This is an optimization exercise on Yosys and OpenROAD, whose aim is small area, a short achievable clock period and few clock cycles, not a production implementation.
At most, simulation tests tie the RTL to the original design; equivalence was not proved.

==> 10-26 <==
==> flow/design.v <==
module fb_blit (
    input  wire        clk,
    input  wire        rst,
    input  wire        cmd_valid,
    output wire        cmd_ready,
    input  wire [7:0]  cmd_op,
    input  wire [2:0]  cmd_mode,
    input  wire [1:0]  cmd_color,
    input  wire [15:0] cmd_arg0,
    input  wire [15:0] cmd_arg1,
    input  wire [15:0] cmd_arg2,
    input  wire [15:0] cmd_arg3,
    input  wire [15:0] cmd_arg4,
    input  wire [15:0] cmd_arg5,
    output wire        res_re,
    output wire [15:0] res_addr,
    input  wire [7:0]  res_rdata,
    output wire        fb_re,
    output wire [9:0]  fb_raddr,
    input  wire [7:0]  fb_rdata,
    output reg         fb_we,
    output reg  [9:0]  fb_waddr,
    output reg  [7:0]  fb_wdata
);
    localparam [7:0] OP_BITMAP = 8'h40;
    localparam [7:0] OP_SPRITE = 8'h50;
    localparam [1:0] C_OR   = 2'd0;    
    localparam [1:0] C_CLR  = 2'd1;    
    localparam [1:0] C_XOR  = 2'd2;    
    localparam [1:0] C_MASK = 2'd3;    
    localparam [1:0] M_NONE = 2'd0;    
    localparam [1:0] M_SEP  = 2'd1;    
    localparam [1:0] M_PLUS = 2'd2;    
    localparam S_IDLE  = 0;
    localparam S_HDR0  = 1;     
    localparam S_HDR1  = 2;     
    localparam S_HDR2  = 3;     
    localparam S_GEO   = 4;     
    localparam S_LOOP  = 5;     
    localparam S_SWAP0 = 6;     
    localparam S_SWAP1 = 7;     
    localparam S_PLUSM = 8;     
    localparam S_PRE   = 9;     
    localparam S_RUN   = 10;    
    localparam S_DR1   = 11;
    localparam S_DR2   = 12;
    localparam NS      = 13;
    reg [NS-1:0] st;
    reg          busy;
    reg [15:0] ra, al;
    reg [1:0]  comb, mkind;
    reg        spr;
    reg [7:0]  w, h;
    reg [8:0]  x9, y9;            
    reg [7:0]  fc;                
    reg [7:0]  mf;                
    reg [5:0]  rc;                
    reg        aph;               
    reg [3:0]  pd1, pu1;          
    reg        td, tu;            
    reg [6:0]  dc;                
    reg [6:0]  dl;                
    reg        nul;               
    reg [3:0]  pg;                
    reg        dir, ph, first;
    reg        lastp, rv, rlast, lastc;
    reg        sd, su;            
    reg [7:0]  s_rot;
    reg        c_go, c_wv, c_rv, c_first, c_up;
    reg [9:0]  wa1;
    reg [7:0]  scar, mcar;
    wire       masked = (mkind != M_NONE);
    wire       plus   = (mkind == M_PLUS);
    wire [2:0]  yo    = y9[2:0];
    wire        yz    = (yo != 3'd0);
    wire [5:0]  srow  = y9[8:3];                  
    wire        sneg  = srow[5];
    wire [5:0]  rows  = ({1'b0, h[7:3]}) + {5'd0, (h[2:0] != 3'd0)};
    wire [7:0]  ilo   = x9[8] ? (~x9[7:0] + 8'd1) : 8'd0;
    wire [5:0]  as_   = sneg ? (~srow + {5'd0, ~yz}) : 6'd0;    
    wire [15:0] wk    = plus ? {7'd0, w, 1'b0} : {8'd0, w};
    wire [15:0] iloK  = plus ? {7'd0, ilo, 1'b0} : {8'd0, ilo};
    wire [9:0]  xw    = {x9[8], x9} + {2'b00, w};
    wire [9:0]  yh    = {y9[8], y9} + {2'b00, h};
    wire        g_off = nul || (w == 8'd0) || (h == 8'd0) || xw[9] || (xw == 10'd0) ||
                        yh[9] || (yh == 10'd0);
    wire [6:0]  g_e   = {srow[5], srow} + {1'b0, rows} - 7'd1 + {6'd0, yz};   
    wire        g_big = !g_e[6] && (g_e[5:3] != 3'd0);                        
    wire [3:0]  g_phi = g_big ? 4'd7 : g_e[3:0];
    wire [3:0]  g_plo = sneg ? 4'd0 : {1'b0, srow[2:0]};
    wire [3:0]  g_pd0 = sneg ? (yz ? 4'hF : 4'd0) : {1'b0, srow[2:0]};
    wire        g_td  = yz && !g_big;
    wire [9:0]  xw1   = xw - 10'd1;
    wire [6:0]  g_dl  = (xw1[9:7] != 3'd0) ? 7'd127 : xw1[6:0];
    wire [6:0]  g_dc  = x9[8] ? 7'd0 : x9[6:0];
    wire        tdir   = dir ? tu : td;
    wire [3:0]  pnext  = dir ? pg - 4'd1 : pg + 4'd1;
    wire [3:0]  n_pg   = (!lastp || (yz && !tdir)) ? pnext : pg;
    wire        n_dir  = dir ^ lastp;
    wire [3:0]  pd1m   = pd1 - 4'd1;
    wire [3:0]  pu1p   = pu1 + 4'd1;
    wire        n_t    = n_dir ? tu : td;
    wire        n_last = (n_pg == (n_dir ? pu1 : pd1));
    wire        n_rl   = n_last || (n_t && (n_pg == (n_dir ? pu1p : pd1m)));
    wire        sph0   = masked && rv && !ph;         
    wire        merge  = masked && !rv && !lastc;
    wire        r_rl   = merge ? (dir ? sd : su) : rlast;
    wire        r_dir  = merge ? !dir : dir;
    wire        f_last = (pg == pd1);
    wire        f_rl   = f_last || (td && ((pg + 4'd1) == pd1));
    wire [3:0]  f_pu0  = pd1 + {3'd0, yz && !td};    
    wire        f_su   = (f_pu0 == pu1) || (tu && (f_pu0 == pu1 + 4'd1));
    wire        lp_more = (rc != 6'd0) || (fc != 8'd0);
    wire        lp_last = (rc != 6'd0) ? ((rc == 6'd1) && (fc == 8'd0))
                                        : ((rows == 6'd1) && (fc == 8'd1));
    wire [4:0]  rows1_in = res_rdata[7:3] - {4'd0, (res_rdata[2:0] == 3'd0)};
    wire        hd_more  = (rc != 6'd0) || (fc != 8'd0);
    reg  [15:0] opnd;
    reg         cin;
    wire o_one = st[S_HDR0] || st[S_PLUSM] || (st[S_RUN] && r_rl && !plus);
    wire o_two = st[S_RUN] && r_rl && plus;
    wire o_ilo = st[S_HDR1] || st[S_SWAP1] || (st[S_GEO] && !spr);
    wire o_wk  = st[S_HDR2] || st[S_LOOP] || (st[S_GEO] && spr) || (st[S_RUN] && !r_rl);
    wire o_neg = st[S_RUN] && r_dir;
    always @(*) begin
        opnd = ({16{o_wk}} & (o_neg ? ~wk : wk)) | ({16{o_ilo}} & iloK) |
               {14'd0, o_two, o_one};
        cin  = st[S_HDR1] || (o_wk && o_neg);
    end
    wire [16:0] sum17 = {ra, 1'b1} + {opnd, cin};
    wire [15:0] sum   = sum17[16:1];
    wire        is_bmp  = (cmd_op == OP_BITMAP);
    wire        is_spr  = (cmd_op == OP_SPRITE);
    wire        mask_nz = (cmd_arg4 != 16'd0);
    wire [2:0]  mode_r  = (cmd_mode == 3'd5) ? (mask_nz ? 3'd3 : 3'd0) : cmd_mode;
    wire        b_zero  = (cmd_arg2 == 16'd0);
    wire        i_xfar  = cmd_arg0[15] ? (cmd_arg0[14:8] != 7'h7F) : (cmd_arg0[14:7] != 8'd0);
    wire        i_yfar  = cmd_arg1[15] ? (cmd_arg1[14:8] != 7'h7F) : (cmd_arg1[14:6] != 9'd0);
    wire        go      = !i_xfar && !i_yfar &&
                          ((is_bmp && cmd_color != 2'd3) ||
                           (is_spr && !(cmd_mode[2] && cmd_mode[1])));
    wire        i_nul   = b_zero || (is_spr && cmd_mode == 3'd3 && !mask_nz);
    assign cmd_ready = !busy;
    wire run = st[S_RUN];
    assign res_addr = ra;
    assign res_re   = busy;
    assign fb_raddr = {pg[2:0], dc};
    assign fb_re    = busy;
    wire [15:0] rr2   = {res_rdata, res_rdata} << yo;
    wire [7:0]  rrot  = rr2[15:8];                        
    wire [7:0]  lom   = 8'hFF << yo;
    wire [7:0]  s_r   = c_rv ? (masked ? s_rot : rrot) : 8'd0;
    wire [7:0]  m_r   = c_rv ? (masked ? rrot : 8'hFF) : 8'd0;
    wire [7:0]  curm  = c_up ? ~lom : lom;
    wire [7:0]  S     = (s_r & curm) | (c_first ? 8'd0 : scar);
    wire [7:0]  M     = (m_r & curm) | (c_first ? 8'd0 : mcar);
    reg  [7:0]  wd;
    always @(*) begin
        case (comb)
            C_OR:    wd = fb_rdata | S;
            C_CLR:   wd = fb_rdata & ~S;
            C_XOR:   wd = fb_rdata ^ S;
            default: wd = (fb_rdata & ~M) | S;
        endcase
    end
    always @(posedge clk) begin
        s_rot    <= rrot;
        wa1      <= {pg[2:0], dc};
        fb_waddr <= wa1;
        fb_wdata <= wd;
        fb_we    <= !rst && c_go && c_wv;
        if (c_go) begin
            scar <= s_r & ~curm;
            mcar <= m_r & ~curm;
        end
        c_go    <= !rst && run && !sph0;
        c_wv    <= !pg[3];
        c_rv    <= rv;
        c_first <= first;
        c_up    <= dir && yz;
    end
    wire        lp_end  = !lp_more || lp_last;       
    wire        g_loop  = spr ? (lp_more && !lp_last) : (as_ != 6'd0);
    wire        run_end = !sph0 && lastp && lastc;
    wire        to_swap0 = (mkind == M_SEP) && !aph;
    wire        to_swap1 = (mkind == M_SEP) && aph;
    wire        to_plusm = (mkind == M_PLUS);
    wire        to_run   = (mkind == M_NONE);
    reg [NS-1:0] nst;
    wire        acc     = st[S_IDLE] && cmd_valid && go;
    wire        sw0_lp  = (as_ != 6'd0) || (mf != 8'd0);
    wire        geo_ok  = st[S_GEO] && !g_off && !g_loop;
    wire        lp_fin  = st[S_LOOP] && lp_end;
    always @(*) begin
        nst[S_IDLE]  = (st[S_IDLE] && !acc) || (st[S_GEO] && g_off) || st[S_DR2];
        nst[S_HDR0]  = acc && is_spr;
        nst[S_HDR1]  = st[S_HDR0];
        nst[S_HDR2]  = st[S_HDR1];
        nst[S_GEO]   = st[S_HDR2] || (acc && !is_spr);
        nst[S_LOOP]  = (st[S_GEO] && !g_off && g_loop) || (st[S_LOOP] && !lp_end) ||
                       (st[S_SWAP0] && sw0_lp);
        nst[S_PRE]   = geo_ok && to_run;
        nst[S_SWAP0] = (geo_ok || lp_fin) && to_swap0;
        nst[S_SWAP1] = (lp_fin && to_swap1) || (st[S_SWAP0] && !sw0_lp);
        nst[S_PLUSM] = (geo_ok || lp_fin) && to_plusm;
        nst[S_RUN]   = (lp_fin && to_run) || st[S_SWAP1] || st[S_PLUSM] || st[S_PRE] ||
                       (st[S_RUN] && !run_end);
        nst[S_DR1]   = st[S_RUN] && run_end;
        nst[S_DR2]   = st[S_DR1];
    end
    wire        to_first = (st[S_LOOP] && lp_end && to_run) || st[S_SWAP1] || st[S_PLUSM] ||
                           st[S_PRE];
    always @(posedge clk) begin
        if (rst) begin
            st   <= {{(NS-1){1'b0}}, 1'b1};
            busy <= 1'b0;
        end else begin
            st   <= nst;
            busy <= !nst[S_IDLE];
        end
    end
    always @(posedge clk) begin
        if (st[S_IDLE]) begin
            ra    <= cmd_arg2;
            al    <= cmd_arg4;
            x9    <= cmd_arg0[8:0];
            y9    <= cmd_arg1[8:0];
            w     <= cmd_arg3[7:0];
            h     <= cmd_arg4[7:0];
            fc    <= is_spr ? cmd_arg3[7:0] : 8'd0;
            mf    <= cmd_arg5[7:0];
            spr   <= is_spr;
            nul   <= i_nul;
            aph   <= 1'b0;
            if (is_bmp) begin
                mkind <= M_NONE;
                case (cmd_color)
                    2'd0:    comb <= C_CLR;
                    2'd1:    comb <= C_OR;
                    default: comb <= C_XOR;
                endcase
            end else begin
                case (mode_r)
                    3'd0: begin comb <= C_MASK; mkind <= M_NONE; end
                    3'd1: begin comb <= C_OR;   mkind <= M_NONE; end
                    3'd2: begin comb <= C_CLR;  mkind <= M_NONE; end
                    3'd3: begin comb <= C_MASK; mkind <= M_SEP;  end
                    default: begin comb <= C_MASK; mkind <= M_PLUS; end
                endcase
            end
        end
        if (st[S_HDR0]) begin
            ra <= sum;                  
            rc <= as_;
        end
        if (st[S_HDR1]) begin
            ra <= sum;                  
            w  <= res_rdata;
        end
        if (st[S_HDR2]) begin
            h <= res_rdata;
            if (hd_more) begin
                ra <= sum;
                if (rc != 6'd0) begin
                    rc <= rc - 6'd1;
                end else begin
                    fc <= fc - 8'd1;
                    rc <= {1'b0, rows1_in};
                end
            end
        end
        if (st[S_GEO]) begin
            pd1 <= g_phi;
            pu1 <= g_plo;
            td  <= g_td;
            tu  <= yz && !sneg;
            dl  <= g_dl;
            dc  <= g_dc;
            pg  <= g_pd0;
            if (!spr) begin
                ra <= sum;              
                rc <= as_;
            end
        end
        if ((st[S_GEO] && spr) || st[S_LOOP]) begin
            if (lp_more) begin
                ra <= sum;
                if (rc != 6'd0) begin
                    rc <= rc - 6'd1;
                end else begin
                    fc <= fc - 8'd1;
                    rc <= rows - 6'd1;
                end
            end
        end
        if (st[S_SWAP0]) begin
            ra  <= al;
            al  <= ra;
            aph <= 1'b1;
            rc  <= as_;
            fc  <= mf;
        end
        if (st[S_SWAP1]) begin
            ra <= al;
            al <= sum;
        end
        if (st[S_PLUSM])
            al <= sum;
        if (to_first) begin
            dir   <= 1'b0;
            ph    <= 1'b0;
            first <= 1'b1;
            lastp <= f_last;
            rv    <= !(f_last && td);
            rlast <= f_rl;
            lastc <= (dc == dl);
            sd    <= f_rl;
            su    <= f_su;
        end
        if (st[S_RUN]) begin
            if (rv) begin
                if (masked) begin
                    ra <= al;
                    al <= sum;
                end else begin
                    ra <= sum;
                end
            end else if (merge) begin
                ra <= al;
                al <= sum;
            end
            if (sph0) begin
                ph <= 1'b1;
            end else begin
                ph    <= merge;
                pg    <= n_pg;
                dir   <= n_dir;
                first <= lastp;
                lastp <= n_last;
                rv    <= !(n_last && n_t);
                rlast <= n_rl;
                if (lastp) begin
                    dc    <= dc + 7'd1;
                    lastc <= (dc + 7'd1 == dl);
                end
            end
        end
    end
endmodule
==> flow/flow/run.sh <==
#!/bin/bash
# Standard layout with the smallest plain buffers on the ports; timing repair
# aims for 8.0 ns of setup slack.
set -euo pipefail
export BUFFER_PORTS_ARGS="-buffer_cell sky130_fd_sc_hd__buf_1"
export SETUP_SLACK_MARGIN=8.0
bash standard.sh > flow.log 2>&1
==> flow/standard.sh <==
#!/bin/bash
# synth_recipe.tcl (not shown) runs the flow's synth.tcl, then flattens the netlist and writes it again
# the make line also repeats each setting of config.mk as NAME=value (left out here)
make -C /OpenROAD-flow-scripts/flow DESIGN_CONFIG=/design/flow/config.mk WORK_HOME=/design/flow/orfs CLKGATE_MAP_FILE= SYNTH_SCRIPT=/design/flow/synth_recipe.tcl "${@:-finish}"
==> flow/config.mk <==
export PLATFORM = sky130hd
export DESIGN_NAME = fb_blit
export DESIGN_NICKNAME = fb_blit
export VERILOG_FILES = /design/flow/design.v
export SDC_FILE = /design/flow/constraint.sdc
export NUM_CORES = 4
export LEC_CHECK = 0
export CAP_MARGIN = 20
export CORE_MARGIN = 2
export CORE_UTILIZATION = 60
export CTS_BUF_LIST = sky130_fd_sc_hd__clkbuf_8 sky130_fd_sc_hd__clkbuf_16
export CTS_CLUSTER_DIAMETER = 40
export CTS_CLUSTER_SIZE = 40
export SLEW_MARGIN = 20
==> flow/constraint.sdc <==
create_clock -name core_clock -period 12.0 [get_ports {clk}]
set_input_delay 2.4000 -clock core_clock [delete_from_list [all_inputs] [get_ports {clk}]]
set_output_delay 2.4000 -clock core_clock [all_outputs]
set_load 0.01 [all_outputs]
==> 10-13 (differences from 10-26) <==
--- a/flow/design.v
+++ b/flow/design.v
@@ -76,5 +76,6 @@
     wire [5:0]  srow  = y9[8:3];                  
     wire        sneg  = srow[5];
-    wire [5:0]  rows  = ({1'b0, h[7:3]}) + {5'd0, (h[2:0] != 3'd0)};
+    reg  [5:0]  rows;               
+    reg         off_q;              
     wire [7:0]  ilo   = x9[8] ? (~x9[7:0] + 8'd1) : 8'd0;
     wire [5:0]  as_   = sneg ? (~srow + {5'd0, ~yz}) : 6'd0;    
@@ -190,20 +191,21 @@
     wire        acc     = st[S_IDLE] && cmd_valid && go;
     wire        sw0_lp  = (as_ != 6'd0) || (mf != 8'd0);
-    wire        geo_ok  = st[S_GEO] && !g_off && !g_loop;
+    wire        geo_ok  = st[S_GEO] && !g_loop;
     wire        lp_fin  = st[S_LOOP] && lp_end;
+    wire        ab      = off_q && (st[S_PRE] || st[S_LOOP] || st[S_SWAP0] || st[S_PLUSM]);
     always @(*) begin
-        nst[S_IDLE]  = (st[S_IDLE] && !acc) || (st[S_GEO] && g_off) || st[S_DR2];
+        nst[S_IDLE]  = (st[S_IDLE] && !acc) || ab || st[S_DR2];
         nst[S_HDR0]  = acc && is_spr;
         nst[S_HDR1]  = st[S_HDR0];
         nst[S_HDR2]  = st[S_HDR1];
         nst[S_GEO]   = st[S_HDR2] || (acc && !is_spr);
-        nst[S_LOOP]  = (st[S_GEO] && !g_off && g_loop) || (st[S_LOOP] && !lp_end) ||
-                       (st[S_SWAP0] && sw0_lp);
+        nst[S_LOOP]  = (st[S_GEO] && g_loop) || (st[S_LOOP] && !lp_end && !off_q) ||
+                       (st[S_SWAP0] && sw0_lp && !off_q);
         nst[S_PRE]   = geo_ok && to_run;
-        nst[S_SWAP0] = (geo_ok || lp_fin) && to_swap0;
-        nst[S_SWAP1] = (lp_fin && to_swap1) || (st[S_SWAP0] && !sw0_lp);
-        nst[S_PLUSM] = (geo_ok || lp_fin) && to_plusm;
-        nst[S_RUN]   = (lp_fin && to_run) || st[S_SWAP1] || st[S_PLUSM] || st[S_PRE] ||
-                       (st[S_RUN] && !run_end);
+        nst[S_SWAP0] = (geo_ok || (lp_fin && !off_q)) && to_swap0;
+        nst[S_SWAP1] = (lp_fin && !off_q && to_swap1) || (st[S_SWAP0] && !sw0_lp && !off_q);
+        nst[S_PLUSM] = (geo_ok || (lp_fin && !off_q)) && to_plusm;
+        nst[S_RUN]   = (lp_fin && !off_q && to_run) || st[S_SWAP1] ||
+                       ((st[S_PLUSM] || st[S_PRE]) && !off_q) || (st[S_RUN] && !run_end);
         nst[S_DR1]   = st[S_RUN] && run_end;
         nst[S_DR2]   = st[S_DR1];
@@ -228,4 +230,5 @@
             w     <= cmd_arg3[7:0];
             h     <= cmd_arg4[7:0];
+            rows  <= {1'b0, cmd_arg4[7:3]} + {5'd0, (cmd_arg4[2:0] != 3'd0)};
             fc    <= is_spr ? cmd_arg3[7:0] : 8'd0;
             mf    <= cmd_arg5[7:0];
@@ -259,5 +262,6 @@
         end
         if (st[S_HDR2]) begin
-            h <= res_rdata;
+            h    <= res_rdata;
+            rows <= {1'b0, res_rdata[7:3]} + {5'd0, (res_rdata[2:0] != 3'd0)};
             if (hd_more) begin
                 ra <= sum;
@@ -271,4 +275,5 @@
         end
         if (st[S_GEO]) begin
+            off_q <= g_off;
             pd1 <= g_phi;
             pu1 <= g_plo;
CTS_BUF_LIST = sky130_fd_sc_hd__clkbuf_8   (was sky130_fd_sc_hd__clkbuf_8 sky130_fd_sc_hd__clkbuf_16)
CTS_CLUSTER_DIAMETER = default   (was 40)
CTS_CLUSTER_SIZE = default   (was 40)
==> 10-18 (differences from 10-26) <==
--- a/flow/design.v
+++ b/flow/design.v
@@ -65,5 +65,4 @@
     reg        dir, ph, first;
     reg        lastp, rv, rlast, lastc;
-    reg        sd, su;            
     reg [7:0]  s_rot;
     reg        c_go, c_wv, c_rv, c_first, c_up;
@@ -104,11 +103,6 @@
     wire        n_rl   = n_last || (n_t && (n_pg == (n_dir ? pu1p : pd1m)));
     wire        sph0   = masked && rv && !ph;         
-    wire        merge  = masked && !rv && !lastc;
-    wire        r_rl   = merge ? (dir ? sd : su) : rlast;
-    wire        r_dir  = merge ? !dir : dir;
     wire        f_last = (pg == pd1);
     wire        f_rl   = f_last || (td && ((pg + 4'd1) == pd1));
-    wire [3:0]  f_pu0  = pd1 + {3'd0, yz && !td};    
-    wire        f_su   = (f_pu0 == pu1) || (tu && (f_pu0 == pu1 + 4'd1));
     wire        lp_more = (rc != 6'd0) || (fc != 8'd0);
     wire        lp_last = (rc != 6'd0) ? ((rc == 6'd1) && (fc == 8'd0))
@@ -118,9 +112,9 @@
     reg  [15:0] opnd;
     reg         cin;
-    wire o_one = st[S_HDR0] || st[S_PLUSM] || (st[S_RUN] && r_rl && !plus);
-    wire o_two = st[S_RUN] && r_rl && plus;
+    wire o_one = st[S_HDR0] || st[S_PLUSM] || (st[S_RUN] && rlast && !plus);
+    wire o_two = st[S_RUN] && rlast && plus;
     wire o_ilo = st[S_HDR1] || st[S_SWAP1] || (st[S_GEO] && !spr);
-    wire o_wk  = st[S_HDR2] || st[S_LOOP] || (st[S_GEO] && spr) || (st[S_RUN] && !r_rl);
-    wire o_neg = st[S_RUN] && r_dir;
+    wire o_wk  = st[S_HDR2] || st[S_LOOP] || (st[S_GEO] && spr) || (st[S_RUN] && !rlast);
+    wire o_neg = st[S_RUN] && dir;
     always @(*) begin
         opnd = ({16{o_wk}} & (o_neg ? ~wk : wk)) | ({16{o_ilo}} & iloK) |
@@ -315,6 +309,4 @@
             rlast <= f_rl;
             lastc <= (dc == dl);
-            sd    <= f_rl;
-            su    <= f_su;
         end
         if (st[S_RUN]) begin
@@ -326,12 +318,9 @@
                     ra <= sum;
                 end
-            end else if (merge) begin
-                ra <= al;
-                al <= sum;
             end
             if (sph0) begin
                 ph <= 1'b1;
             end else begin
-                ph    <= merge;
+                ph    <= 1'b0;
                 pg    <= n_pg;
                 dir   <= n_dir;
==> flow/flow/run.sh (replaced) <==
#!/bin/bash
# Standard layout with the smallest plain buffers on the ports; timing repair
# aims for 7.0 ns of setup slack.
set -euo pipefail
export BUFFER_PORTS_ARGS="-buffer_cell sky130_fd_sc_hd__buf_1"
export SETUP_SLACK_MARGIN=7.0
bash standard.sh > flow.log 2>&1
CORE_UTILIZATION = 40   (was 60)
CTS_BUF_LIST = default   (was sky130_fd_sc_hd__clkbuf_8 sky130_fd_sc_hd__clkbuf_16)
CTS_CLUSTER_DIAMETER = default   (was 40)
CTS_CLUSTER_SIZE = default   (was 40)
==> flow_summary.toml <==
[run_status]
outcome = "finished clean"

[worst_setup_path]
critPathArrivalTime_ns = 4.31
cp_top_family = "multiplexers"

[synthesis]
synth_nets = 1703

[finish]
fin_nets = 1867
clk_share_pct = 7.21
post_route_cells_drive_above_1_share_pct = 12.2

[detailed_routing]
firstDrtPassIters = 5

[timing]
timing.fmax_mhz = 256
timing.final.ws_setup_ns = 8.10
Source of the figures above: 10-26

==> flow_summary.toml <==
[worst_setup_path]
cp_slowest_cell = "or4_1"
cp_top_family = "simple AND/OR/NAND/NOR gates"

[synthesis]
synthSimpleGateAreaFrac_pct = 16.6
synth_nets = 1729

[finish]
clk_share_pct = 5.35
fin_nets = 1882

[timing]
timing.fmax_mhz = 253

[run_status]
outcome = "finished clean"

[pwr]
clockPowerShare_pct = 38.9

[detailed_routing]
firstDrtPassIters = 5
Source of the figures above: 10-13

==> flow_summary.toml <==
[worst_setup_path]
cp_top_family = "compound AO/OA/AOI/OAI gates"
critPathArrivalTime_ns = 4.95

[finish]
clk_share_pct = 5.62
fin_nets = 1768
post_route_cells_drive_above_1_share_pct = 8.04

[synthesis]
synth_nets = 1632

[detailed_routing]
firstDrtPassIters = 6

[run_status]
outcome = "finished clean"

[timing]
timing.final.ws_setup_ns = 7.48
timing.fmax_mhz = 221
Source of the figures above: 10-18

Testbench counts of 10-26, summed over its fixed seeds: cycles 33,382.
No functional check of the RTL was part of 10-13 and 10-18.

## port drivers added, routing unchanged
The results above use ideal ports. As a check the final layouts listed here were re-extracted and re-timed, cells and wires unchanged. Step 1 (the two cells are an assumption about what drives the block):
set clk [get_ports {clk}]
set_driving_cell -lib_cell sky130_fd_sc_hd__clkbuf_16 $clk
set_driving_cell -lib_cell sky130_fd_sc_hd__buf_2 [delete_from_list [all_inputs] $clk]
Step 2 times the ports against the registers' clock, not the clock port: input delays grow and output delays shrink by t, the midpoint of the rising clock arrivals with the driver on. Slacks: ideal ports / drivers / drivers and shift; pairs: ideal ports / drivers.
run | t, ns | setup slack, ns | clock arrival spread, ns | pins driven straight from the clock port
10-26 | 0.550 | 8.097 / 8.098 / 7.560 | 0.016 / 0.016 | 1
10-13 | 0.577 | 8.041 / 8.067 / 7.490 | 0.021 / 0.021 | 1
10-18 | 0.581 | 7.475 / 7.475 / 7.208 | 0.021 / 0.021 | 1
After both steps every run listed still meets setup and hold. The setup slack of 10-13, which loses most, moves by +0.026 ns with the drivers and by -0.551 ns with both steps.
